This design comes from an exercise in tuning for small area, a short achievable clock period and few clock cycles on the open sky130 flow, not from production work. Where RTL was checked, it was by simulation tests only, not by an equivalence proof against the original. No activity file was given, so power comes from the tool's default toggle rates.

==> flow/design.v <==
module zz_extract (
    input  wire        clk,
    input  wire        rst,
    input  wire        reg_valid,
    input  wire        reg_we,
    input  wire [7:0]  reg_addr,
    input  wire [31:0] reg_wdata,
    output reg  [31:0] reg_rdata,
    output wire        coef_req,
    output wire [15:0] coef_row,
    output wire [15:0] coef_col,
    input  wire [15:0] coef_rdata,
    output reg         pay_we,
    output wire [31:0] pay_addr,
    output reg  [7:0]  pay_wdata
);
    reg        busy, done;
    reg        init;           
    reg [15:0] grid_h, grid_w;
    reg        req;
    reg [12:0] bxi, byi;       
    reg [2:0]  r, c;           
    reg        sdone;          
    reg        v1;             
    reg        u2, b2;         
    reg [31:0] tcnt;           
    reg [31:0] len;            
    reg [28:0] outcnt;         
    reg        hdr_ok;
    reg        underrun;
    assign coef_req = req;
    assign coef_row = {byi, r};
    assign coef_col = {bxi, c};
    assign pay_addr = {3'd0, outcnt};
    wire host_wr   = reg_valid && reg_we;
    wire wr_ok     = host_wr && !busy;
    wire wr_ctrl   = wr_ok && (reg_addr == 8'h00);
    wire cmd_start = wr_ctrl && reg_wdata[0];
    wire cmd_clear = wr_ctrl && !reg_wdata[0] && reg_wdata[1];
    wire [12:0] wq  = grid_w[15:3];
    wire [2:0]  wr8 = grid_w[2:0];
    wire [12:0] hq  = grid_h[15:3];
    wire [2:0]  hr8 = grid_h[2:0];
    reg         lc, lb;                
    wire [2:0]  cm = lc ? wr8 - 3'd1 : 3'd7;
    wire [2:0]  rm = lb ? hr8 - 3'd1 : 3'd7;
    wire        blk_end = (r == rm) && (c == cm);
    wire        even    = ~(r[0] ^ c[0]);
    reg  [2:0]  nr, nc;
    always @(*) begin
        nr = r; nc = c;
        if (even) begin
            if (c == cm)          nr = r + 3'd1;
            else if (r == 3'd0)   nc = c + 3'd1;
            else begin            nr = r - 3'd1; nc = c + 3'd1; end
        end else begin
            if (r == rm)          nc = c + 3'd1;
            else if (c == 3'd0)   nr = r + 3'd1;
            else begin            nr = r + 3'd1; nc = c - 3'd1; end
        end
    end
    wire        first   = busy && init;
    wire [12:0] bxi_inc = bxi + 13'd1;
    wire [12:0] byi_inc = byi + 13'd1;
    wire [12:0] bxi_p2  = {bxi[12:1] + 12'd1, bxi[0]};
    wire [12:0] byi_p2  = {byi[12:1] + 12'd1, byi[0]};
    wire        w_le8 = (wq == 13'd0) || ((wq == 13'd1) && (wr8 == 3'd0));
    wire        h_le8 = (hq == 13'd0) || ((hq == 13'd1) && (hr8 == 3'd0));
    wire        x1_last = (wr8 != 3'd0) ? (bxi_inc == wq) : (bxi_p2 == wq);
    wire        y1_last = (hr8 != 3'd0) ? (byi_inc == hq) : (byi_p2 == hq);
    wire        nlc  = (first || lc) ? w_le8 : x1_last;
    wire        nlb  = first ? h_le8 : (lc ? y1_last : lb);
    wire        ncm0 = nlc && (wr8 == 3'd1);
    wire        nrm0 = nlb && (hr8 == 3'd1);
    wire        last = (lc && lb) || (ncm0 && nrm0);
    wire        g_empty = (grid_h == 16'd0) || (grid_w == 16'd0) ||
                          (ncm0 && nrm0);
    wire usable = !((coef_rdata[15:1] == 15'd0) || (coef_rdata == 16'hFFFF));
    wire fin  = sdone && !v1 && !u2 && !pay_we;
    wire pact = hdr_ok && !((len[31:29] == 3'd0) && (len[28:0] == outcnt));
    wire [31:0] status = {20'd0, 3'd0, done && !hdr_ok, 3'd0,
                          hdr_ok && (busy || done), done && underrun,
                          done && !hdr_ok, done, busy};
    wire [31:0] rd_len = init ? 32'd0 : len;
    wire [31:0] rd_ol  = init ? 32'd0 : {3'd0, outcnt};
    wire [31:0] rd_bc  = init ? 32'd0 : tcnt;
    wire        a_ok   = (reg_addr[7:5] == 3'd0) && (reg_addr[1:0] == 2'd0);
    wire [31:0] m_lo0  = reg_addr[2] ? status           : 32'd0;
    wire [31:0] m_lo1  = reg_addr[2] ? {16'd0, grid_w}  : {16'd0, grid_h};
    wire [31:0] m_hi0  = reg_addr[2] ? rd_ol            : rd_len;
    wire [31:0] m_hi1  = reg_addr[2] ? 32'd0            : rd_bc;
    wire [31:0] m_lo   = reg_addr[3] ? m_lo1 : m_lo0;
    wire [31:0] m_hi   = reg_addr[3] ? m_hi1 : m_hi0;
    wire [31:0] m_all  = reg_addr[4] ? m_hi  : m_lo;
    always @(posedge clk)
        reg_rdata <= a_ok ? m_all : 32'd0;
    always @(posedge clk) begin
        b2 <= coef_rdata[0];
        if (first) begin
            bxi <= 13'd0;
            byi <= 13'd0;
            lc  <= nlc;
            lb  <= nlb;
            r   <= ncm0 ? 3'd1 : 3'd0;
            c   <= ncm0 ? 3'd0 : 3'd1;
        end else if (req) begin
            if (!blk_end) begin
                r <= nr;
                c <= nc;
            end else begin
                bxi <= lc ? 13'd0 : bxi_inc;
                if (lc) byi <= byi_inc;
                lc  <= nlc;
                lb  <= nlb;
                r   <= ncm0 ? 3'd1 : 3'd0;
                c   <= ncm0 ? 3'd0 : 3'd1;
            end
        end
        if (u2 && pact) begin
            case (tcnt[2:0])
                3'd0: pay_wdata <= {b2, 7'd0};
                3'd1: pay_wdata[6] <= b2;
                3'd2: pay_wdata[5] <= b2;
                3'd3: pay_wdata[4] <= b2;
                3'd4: pay_wdata[3] <= b2;
                3'd5: pay_wdata[2] <= b2;
                3'd6: pay_wdata[1] <= b2;
                default: pay_wdata[0] <= b2;
            endcase
        end
    end
    always @(posedge clk) begin
        if (rst) begin
            busy     <= 1'b0;
            done     <= 1'b0;
            init     <= 1'b0;
            grid_h   <= 16'd0;
            grid_w   <= 16'd0;
            req      <= 1'b0;
            sdone    <= 1'b0;
            v1       <= 1'b0;
            u2       <= 1'b0;
            tcnt     <= 32'd0;
            len      <= 32'd0;
            outcnt   <= 29'd0;
            hdr_ok   <= 1'b0;
            underrun <= 1'b0;
            pay_we   <= 1'b0;
        end else begin
            init <= cmd_start || cmd_clear;
            if (cmd_start) begin
                busy <= 1'b1;
                done <= 1'b0;
            end else if (cmd_clear) begin
                done <= 1'b0;
            end
            if (wr_ok && reg_addr == 8'h08) grid_h <= reg_wdata[15:0];
            if (wr_ok && reg_addr == 8'h0C) grid_w <= reg_wdata[15:0];
            if (first) begin
                if (g_empty) sdone <= 1'b1;
                else         req   <= 1'b1;
            end else if (req && blk_end && last) begin
                req   <= 1'b0;
                sdone <= 1'b1;
            end
            if (fin) begin
                sdone <= 1'b0;
                busy  <= 1'b0;
                done  <= 1'b1;
            end
            v1 <= req;
            u2 <= v1 && usable;
            pay_we <= 1'b0;
            if (init) begin
                tcnt     <= 32'd0;
                len      <= 32'd0;
                outcnt   <= 29'd0;
                hdr_ok   <= 1'b0;
                underrun <= 1'b0;
            end else begin
                if (u2) begin
                    tcnt <= tcnt + 32'd1;
                    if (!hdr_ok) begin
                        len <= {len[30:0], b2};
                        if (tcnt[4:0] == 5'd31) hdr_ok <= 1'b1;
                    end else if (pact && tcnt[2:0] == 3'd7) begin
                        pay_we <= 1'b1;
                    end
                end
                if (pay_we) outcnt <= outcnt + 29'd1;
                if (fin && pact) begin
                    underrun <= 1'b1;
                    if (tcnt[2:0] != 3'd0) pay_we <= 1'b1;
                end
            end
        end
    end
endmodule
==> flow/config.mk <==
export PLATFORM = sky130hd
export DESIGN_NAME = zz_extract
export DESIGN_NICKNAME = zz_extract
export VERILOG_FILES = /design/flow/design.v
export SDC_FILE = /design/flow/constraint.sdc
export NUM_CORES = 4
export LEC_CHECK = 0
export CAP_MARGIN = 20
export CORE_MARGIN = 2
export CORE_UTILIZATION = 40
export SETUP_SLACK_MARGIN = 5
export SLEW_MARGIN = 20
==> flow/constraint.sdc <==
create_clock -name core_clock -period 8.5 [get_ports {clk}]
set_input_delay 1.7000 -clock core_clock [delete_from_list [all_inputs] [get_ports {clk}]]
set_output_delay 1.7000 -clock core_clock [all_outputs]
set_load 0.01 [all_outputs]
standard.sh (not shown) runs the stock make flow with config.mk's settings and CLKGATE_MAP_FILE= SYNTH_SCRIPT=/design/flow/synth_recipe.tcl, a recipe that flattens the netlist after the stock synthesis.
==> flow/flow/run.sh <==
#!/bin/bash
# The standard layout (standard.sh), with the port buffers made of
# sky130_fd_sc_hd__buf_1 cells, a larger setup repair margin, and a clock
# tree of small clock buffers without dummy loads.
# make's full output goes to flow_make.log; ORFS keeps each step's own log
# under orfs/logs/.
set -uo pipefail
bash standard.sh "BUFFER_PORTS_ARGS=-buffer_cell sky130_fd_sc_hd__buf_1" SETUP_SLACK_MARGIN=5.7 \
  "CTS_ARGS=-sink_clustering_enable -repair_clock_nets -root_buf sky130_fd_sc_hd__clkbuf_8 -buf_list sky130_fd_sc_hd__clkbuf_8 -dont_use_dummy_load" \
  finish > flow_make.log 2>&1
The first run produced a clean layout.
Rerun with:
--- a/flow/design.v
+++ b/flow/design.v
@@ -20,7 +20,7 @@
     reg        req;
     reg [12:0] bxi, byi;       
     reg [2:0]  r, c;           
-    reg        sdone;          
+    reg [4:0]  ech;            
     reg        v1;             
     reg        u2, b2;         
     reg [31:0] tcnt;           
@@ -76,24 +76,22 @@
     wire        g_empty = (grid_h == 16'd0) || (grid_w == 16'd0) ||
                           (ncm0 && nrm0);
     wire usable = !((coef_rdata[15:1] == 15'd0) || (coef_rdata == 16'hFFFF));
-    wire fin  = sdone && !v1 && !u2 && !pay_we;
     wire pact = hdr_ok && !((len[31:29] == 3'd0) && (len[28:0] == outcnt));
     wire [31:0] status = {20'd0, 3'd0, done && !hdr_ok, 3'd0,
                           hdr_ok && (busy || done), done && underrun,
                           done && !hdr_ok, done, busy};
-    wire [31:0] rd_len = init ? 32'd0 : len;
-    wire [31:0] rd_ol  = init ? 32'd0 : {3'd0, outcnt};
-    wire [31:0] rd_bc  = init ? 32'd0 : tcnt;
-    wire        a_ok   = (reg_addr[7:5] == 3'd0) && (reg_addr[1:0] == 2'd0);
-    wire [31:0] m_lo0  = reg_addr[2] ? status           : 32'd0;
-    wire [31:0] m_lo1  = reg_addr[2] ? {16'd0, grid_w}  : {16'd0, grid_h};
-    wire [31:0] m_hi0  = reg_addr[2] ? rd_ol            : rd_len;
-    wire [31:0] m_hi1  = reg_addr[2] ? 32'd0            : rd_bc;
-    wire [31:0] m_lo   = reg_addr[3] ? m_lo1 : m_lo0;
-    wire [31:0] m_hi   = reg_addr[3] ? m_hi1 : m_hi0;
-    wire [31:0] m_all  = reg_addr[4] ? m_hi  : m_lo;
-    always @(posedge clk)
-        reg_rdata <= a_ok ? m_all : 32'd0;
+    always @(posedge clk) begin
+        reg_rdata <= 32'd0;
+        case (reg_addr)
+            8'h04: reg_rdata <= status;
+            8'h08: reg_rdata <= {16'd0, grid_h};
+            8'h0C: reg_rdata <= {16'd0, grid_w};
+            8'h10: if (!init) reg_rdata <= len;
+            8'h14: if (!init) reg_rdata <= {3'd0, outcnt};
+            8'h18: if (!init) reg_rdata <= tcnt;
+            default: ;
+        endcase
+    end
     always @(posedge clk) begin
         b2 <= coef_rdata[0];
         if (first) begin
@@ -137,7 +135,7 @@
             grid_h   <= 16'd0;
             grid_w   <= 16'd0;
             req      <= 1'b0;
-            sdone    <= 1'b0;
+            ech      <= 5'd0;
             v1       <= 1'b0;
             u2       <= 1'b0;
             tcnt     <= 32'd0;
@@ -156,17 +154,17 @@
             end
             if (wr_ok && reg_addr == 8'h08) grid_h <= reg_wdata[15:0];
             if (wr_ok && reg_addr == 8'h0C) grid_w <= reg_wdata[15:0];
+            ech <= {ech[3:0], 1'b0};
             if (first) begin
-                if (g_empty) sdone <= 1'b1;
-                else         req   <= 1'b1;
+                if (g_empty) ech[0] <= 1'b1;
+                else         req    <= 1'b1;
             end else if (req && blk_end && last) begin
-                req   <= 1'b0;
-                sdone <= 1'b1;
+                req    <= 1'b0;
+                ech[0] <= 1'b1;
             end
-            if (fin) begin
-                sdone <= 1'b0;
-                busy  <= 1'b0;
-                done  <= 1'b1;
+            if (ech[4]) begin
+                busy <= 1'b0;
+                done <= 1'b1;
             end
             v1 <= req;
             u2 <= v1 && usable;
@@ -188,7 +186,7 @@
                     end
                 end
                 if (pay_we) outcnt <= outcnt + 29'd1;
-                if (fin && pact) begin
+                if (ech[3] && pact) begin
                     underrun <= 1'b1;
                     if (tcnt[2:0] != 3'd0) pay_we <= 1'b1;
                 end
Result: Clock-buffer cell count is unchanged. Fmax is about the same. Core utilization is about the same. Via count goes down by 4.5%. Cell count goes down by 4.7%. Wire length goes down by 4.2%. Die area goes down by 1.5%. Total power is about the same. Cell area goes down by 2.4%. Critical path depth stays the same. Setup slack stays flat.
Testbench counts after the change, summed over its fixed seeds: cycles 93,754.
The RTL of the first run of this note was laid out without a check of its function.

Another version of the RTL of zz_extract (not shown whole).
For scale: roughly 1200 cells after synthesis, roughly 170 I/O pins, roughly 0.011 mm^2 of cells after synthesis.
==> module zz_extract, before the edit <==
module zz_extract (
    input  wire        clk,
    input  wire        rst,
    input  wire        reg_valid,
    input  wire        reg_we,
    input  wire [7:0]  reg_addr,
    input  wire [31:0] reg_wdata,
    output reg  [31:0] reg_rdata,
    output wire        coef_req,
    output wire [15:0] coef_row,
    output wire [15:0] coef_col,
    input  wire [15:0] coef_rdata,
    output reg         pay_we,
    output wire [31:0] pay_addr,
    output reg  [7:0]  pay_wdata
);
    reg        busy, done;
    reg        init;           
    reg [15:0] grid_h, grid_w;   
    reg        gh_ok, gw_ok;
    reg        req;
    reg [12:0] bxi, byi;       
    reg [2:0]  r, c;           
    reg        sdone;          
    reg        v1;             
    reg [31:0] tcnt;           
    reg [31:0] len;            
    reg [28:0] outcnt;         
    reg        hdr_ok;
    reg        underrun;
    assign coef_req = req;
    assign coef_row = {byi, r};
    assign coef_col = {bxi, c};
    assign pay_addr = {3'd0, outcnt};
    wire host_wr   = reg_valid && reg_we;
    wire wr_ok     = host_wr && !busy;
    wire wr_ctrl   = wr_ok && (reg_addr == 8'h00);
    wire cmd_start = wr_ctrl && reg_wdata[0];
    wire cmd_clear = wr_ctrl && !reg_wdata[0] && reg_wdata[1];
    wire [12:0] wq  = grid_w[15:3];
    wire [2:0]  wr8 = grid_w[2:0];
    wire [12:0] hq  = grid_h[15:3];
    wire [2:0]  hr8 = grid_h[2:0];
    reg         lc, lb;                
    wire [2:0]  cm = lc ? wr8 - 3'd1 : 3'd7;
    wire [2:0]  rm = lb ? hr8 - 3'd1 : 3'd7;
    wire        blk_end = (r == rm) && (c == cm);
    wire        even    = ~(r[0] ^ c[0]);
    reg  [2:0]  nr, nc;
    always @(*) begin
        nr = r; nc = c;
        if (even) begin
            if (c == cm)          nr = r + 3'd1;
            else if (r == 3'd0)   nc = c + 3'd1;
            else begin            nr = r - 3'd1; nc = c + 3'd1; end
        end else begin
            if (r == rm)          nc = c + 3'd1;
            else if (c == 3'd0)   nr = r + 3'd1;
            else begin            nr = r + 3'd1; nc = c - 3'd1; end
        end
    end
    wire        first   = cmd_start;
    wire [12:0] bxi_inc = bxi + 13'd1;
    wire [12:0] byi_inc = byi + 13'd1;
    wire [12:0] bxi_p2  = {bxi[12:1] + 12'd1, bxi[0]};
    wire [12:0] byi_p2  = {byi[12:1] + 12'd1, byi[0]};
    wire        w_le8 = (wq == 13'd0) || ((wq == 13'd1) && (wr8 == 3'd0));
    wire        h_le8 = (hq == 13'd0) || ((hq == 13'd1) && (hr8 == 3'd0));
    wire        x1_last = (wr8 != 3'd0) ? (bxi_inc == wq) : (bxi_p2 == wq);
    wire        y1_last = (hr8 != 3'd0) ? (byi_inc == hq) : (byi_p2 == hq);
    wire        nlc  = (first || lc) ? w_le8 : x1_last;
    wire        nlb  = first ? h_le8 : (lc ? y1_last : lb);
    wire        ncm0 = nlc && (wr8 == 3'd1);
    wire        nrm0 = nlb && (hr8 == 3'd1);
    wire        last = (lc && lb) || (ncm0 && nrm0);
    wire        g_empty = !gh_ok || !gw_ok ||
                          (grid_h == 16'd0) || (grid_w == 16'd0) ||
                          (ncm0 && nrm0);
    wire usable = !((coef_rdata[15:1] == 15'd0) || (coef_rdata == 16'hFFFF));
    wire u2 = v1 && usable;         
    wire b2 = coef_rdata[0];
    wire fin  = sdone && !v1 && !pay_we;
    wire pact = hdr_ok && !((len[31:29] == 3'd0) && (len[28:0] == outcnt));
    wire [31:0] status = {20'd0, 3'd0, done && !hdr_ok, 3'd0,
                          hdr_ok && (busy || done), done && underrun,
                          done && !hdr_ok, done, busy};
    always @(posedge clk) begin
        reg_rdata <= 32'd0;
        case (reg_addr)
            8'h04: reg_rdata <= status;
            8'h08: if (gh_ok) reg_rdata <= {16'd0, grid_h};
            8'h0C: if (gw_ok) reg_rdata <= {16'd0, grid_w};
            8'h10: if (!init) reg_rdata <= len;
            8'h14: if (!init) reg_rdata <= {3'd0, outcnt};
            8'h18: if (!init) reg_rdata <= tcnt;
            default: ;
        endcase
    end
    always @(posedge clk) begin
        if (wr_ok && reg_addr == 8'h08) grid_h <= reg_wdata[15:0];
        if (wr_ok && reg_addr == 8'h0C) grid_w <= reg_wdata[15:0];
        if (first) begin
            bxi <= 13'd0;
            byi <= 13'd0;
            lc  <= nlc;
            lb  <= nlb;
            r   <= ncm0 ? 3'd1 : 3'd0;
            c   <= ncm0 ? 3'd0 : 3'd1;
        end else if (req) begin
            if (!blk_end) begin
                r <= nr;
                c <= nc;
            end else begin
                bxi <= lc ? 13'd0 : bxi_inc;
                if (lc) byi <= byi_inc;
                lc  <= nlc;
                lb  <= nlb;
                r   <= ncm0 ? 3'd1 : 3'd0;
                c   <= ncm0 ? 3'd0 : 3'd1;
            end
        end
        if (u2 && pact) begin
            case (tcnt[2:0])
                3'd0: pay_wdata <= {b2, 7'd0};
                3'd1: pay_wdata[6] <= b2;
                3'd2: pay_wdata[5] <= b2;
                3'd3: pay_wdata[4] <= b2;
                3'd4: pay_wdata[3] <= b2;
                3'd5: pay_wdata[2] <= b2;
                3'd6: pay_wdata[1] <= b2;
                default: pay_wdata[0] <= b2;
            endcase
        end
    end
    always @(posedge clk) begin
        if (rst) begin
            busy     <= 1'b0;
            done     <= 1'b0;
            init     <= 1'b0;
            gh_ok    <= 1'b0;
            gw_ok    <= 1'b0;
            req      <= 1'b0;
            sdone    <= 1'b0;
            v1       <= 1'b0;
            tcnt     <= 32'd0;
            len      <= 32'd0;
            outcnt   <= 29'd0;
            hdr_ok   <= 1'b0;
            underrun <= 1'b0;
            pay_we   <= 1'b0;
        end else begin
            init <= cmd_start || cmd_clear;
            if (cmd_start) begin
                busy <= 1'b1;
                done <= 1'b0;
            end else if (cmd_clear) begin
                done <= 1'b0;
            end
            if (wr_ok && reg_addr == 8'h08) gh_ok <= 1'b1;
            if (wr_ok && reg_addr == 8'h0C) gw_ok <= 1'b1;
            if (first) begin
                if (g_empty) sdone <= 1'b1;
                else         req   <= 1'b1;
            end else if (req && blk_end && last) begin
                req   <= 1'b0;
                sdone <= 1'b1;
            end
            if (fin) begin
                sdone <= 1'b0;
                busy  <= 1'b0;
                done  <= 1'b1;
            end
            v1 <= req;
            pay_we <= 1'b0;
            if (init) begin
                tcnt     <= 32'd0;
                len      <= 32'd0;
                outcnt   <= 29'd0;
                hdr_ok   <= 1'b0;
                underrun <= 1'b0;
            end else begin
                if (u2) begin
                    tcnt <= tcnt + 32'd1;
                    if (!hdr_ok) begin
                        len <= {len[30:0], b2};
                        if (tcnt[4:0] == 5'd31) hdr_ok <= 1'b1;
                    end else if (pact && tcnt[2:0] == 3'd7) begin
                        pay_we <= 1'b1;
                    end
                end
                if (pay_we) outcnt <= outcnt + 29'd1;
                if (fin && pact) begin
                    underrun <= 1'b1;
                    if (tcnt[2:0] != 3'd0) pay_we <= 1'b1;
                end
            end
        end
    end
endmodule
Settings: LEC_CHECK=0, CAP_MARGIN=20, CORE_MARGIN=2, CORE_UTILIZATION=40, SETUP_SLACK_MARGIN=5, SLEW_MARGIN=20, TNS_END_PERCENT=0; clock period 8.5 ns.
==> flow/flow/run.sh <==
#!/bin/bash
# The standard layout (standard.sh), with the port buffers made of
# sky130_fd_sc_hd__buf_1 cells, a larger setup repair margin, and a clock
# tree of small clock buffers without dummy loads.
# make's full output goes to flow_make.log; ORFS keeps each step's own log
# under orfs/logs/.
set -uo pipefail
bash standard.sh "BUFFER_PORTS_ARGS=-buffer_cell sky130_fd_sc_hd__buf_1" SETUP_SLACK_MARGIN=5.8 \
  "CTS_ARGS=-sink_clustering_enable -repair_clock_nets -root_buf sky130_fd_sc_hd__clkbuf_16 -buf_list sky130_fd_sc_hd__clkbuf_8 -dont_use_dummy_load -sink_clustering_size 16 -sink_clustering_max_diameter 70" \
  finish > flow_make.log 2>&1
The baseline finished clean.
Change:
--- a/flow/design.v
+++ b/flow/design.v
@@ -21,10 +21,11 @@
     reg        req;
     reg [12:0] bxi, byi;       
     reg [2:0]  r, c;           
     reg        sdone;          
     reg        v1;             
+    reg        u2, b2;         
     reg [31:0] tcnt;           
     reg [31:0] len;            
     reg [28:0] outcnt;         
     reg        hdr_ok;
     reg        underrun;
@@ -57,11 +58,11 @@
             if (r == rm)          nc = c + 3'd1;
             else if (c == 3'd0)   nr = r + 3'd1;
             else begin            nr = r + 3'd1; nc = c - 3'd1; end
         end
     end
-    wire        first   = cmd_start;
+    wire        first   = busy && init;
     wire [12:0] bxi_inc = bxi + 13'd1;
     wire [12:0] byi_inc = byi + 13'd1;
     wire [12:0] bxi_p2  = {bxi[12:1] + 12'd1, bxi[0]};
     wire [12:0] byi_p2  = {byi[12:1] + 12'd1, byi[0]};
     wire        w_le8 = (wq == 13'd0) || ((wq == 13'd1) && (wr8 == 3'd0));
@@ -75,13 +76,11 @@
     wire        last = (lc && lb) || (ncm0 && nrm0);
     wire        g_empty = !gh_ok || !gw_ok ||
                           (grid_h == 16'd0) || (grid_w == 16'd0) ||
                           (ncm0 && nrm0);
     wire usable = !((coef_rdata[15:1] == 15'd0) || (coef_rdata == 16'hFFFF));
-    wire u2 = v1 && usable;         
-    wire b2 = coef_rdata[0];
-    wire fin  = sdone && !v1 && !pay_we;
+    wire fin  = sdone && !v1 && !u2 && !pay_we;
     wire pact = hdr_ok && !((len[31:29] == 3'd0) && (len[28:0] == outcnt));
     wire [31:0] status = {20'd0, 3'd0, done && !hdr_ok, 3'd0,
                           hdr_ok && (busy || done), done && underrun,
                           done && !hdr_ok, done, busy};
     always @(posedge clk) begin
@@ -97,10 +96,11 @@
         endcase
     end
     always @(posedge clk) begin
         if (wr_ok && reg_addr == 8'h08) grid_h <= reg_wdata[15:0];
         if (wr_ok && reg_addr == 8'h0C) grid_w <= reg_wdata[15:0];
+        b2 <= coef_rdata[0];
         if (first) begin
             bxi <= 13'd0;
             byi <= 13'd0;
             lc  <= nlc;
             lb  <= nlb;
@@ -140,10 +140,11 @@
             gh_ok    <= 1'b0;
             gw_ok    <= 1'b0;
             req      <= 1'b0;
             sdone    <= 1'b0;
             v1       <= 1'b0;
+            u2       <= 1'b0;
             tcnt     <= 32'd0;
             len      <= 32'd0;
             outcnt   <= 29'd0;
             hdr_ok   <= 1'b0;
             underrun <= 1'b0;
@@ -169,10 +170,11 @@
                 sdone <= 1'b0;
                 busy  <= 1'b0;
                 done  <= 1'b1;
             end
             v1 <= req;
+            u2 <= v1 && usable;
             pay_we <= 1'b0;
             if (init) begin
                 tcnt     <= 32'd0;
                 len      <= 32'd0;
                 outcnt   <= 29'd0;
Global-route usage shrinks by 0.86 points.
Worst setup slack improved by 130 ps.
Non-clock buffer count shrinks by 10.
Routed wire length shrinks by a few percent.
Area after synthesis shrinks by a few percent.
Maximum frequency grows by a few percent.
Power shrinks by a few percent.
Hold slack got worse by 16 ps.
Design area shrinks by a few percent.
Die area shrinks by a few percent.
Synthesized cell count shrinks slightly.
Critical path depth shrinks by 8.
Sequential cell count grows by 2.
Via count shrinks slightly.
Testbench counts after the change, summed over its fixed seeds: cycles 93,551.
No functional check of the RTL was part of the first run of this note.

==> what the ideal ports hide <==
No port has a modelled driver above. Below, the same layouts with a new extraction and two added sets of constraints. Step 1 assumes that a clkbuf_16 drives the clock port and a buf_2 every other input. Step 2 moves the port delays by t, midway between the first and last clock arrival at a register: inputs arrive t later, outputs are due t later. That takes back most of the time a late clock gives input paths. a / b / c = ideal / step 1 / step 2; a / b = the first two.
run	shift t [ns]	setup slack, ns	hold WS [ns]	latest minus earliest clock arrival (ns)	worst register clock-pin slew, ns
the first run of note 1	0.565	5.713 / 5.665 / 5.228	0.465 / 0.465 / 0.465	0.056 / 0.057	0.06 / 0.06
the second run of note 1	0.564	5.716 / 5.670 / 5.183	0.439 / 0.439 / 0.439	0.053 / 0.053	0.06 / 0.06
the first run of note 2	0.517	5.550 / 5.506 / 5.039	0.503 / 0.503 / 0.503	0.041 / 0.040	0.11 / 0.11
the second run of note 2	0.512	5.685 / 5.639 / 5.256	0.488 / 0.488 / 0.488	0.033 / 0.032	0.10 / 0.10
After both steps setup and hold are still met in every run listed. The setup slack of the second run of note 1, which loses most, moves by -0.046 ns with the drivers and by -0.533 ns with both steps.
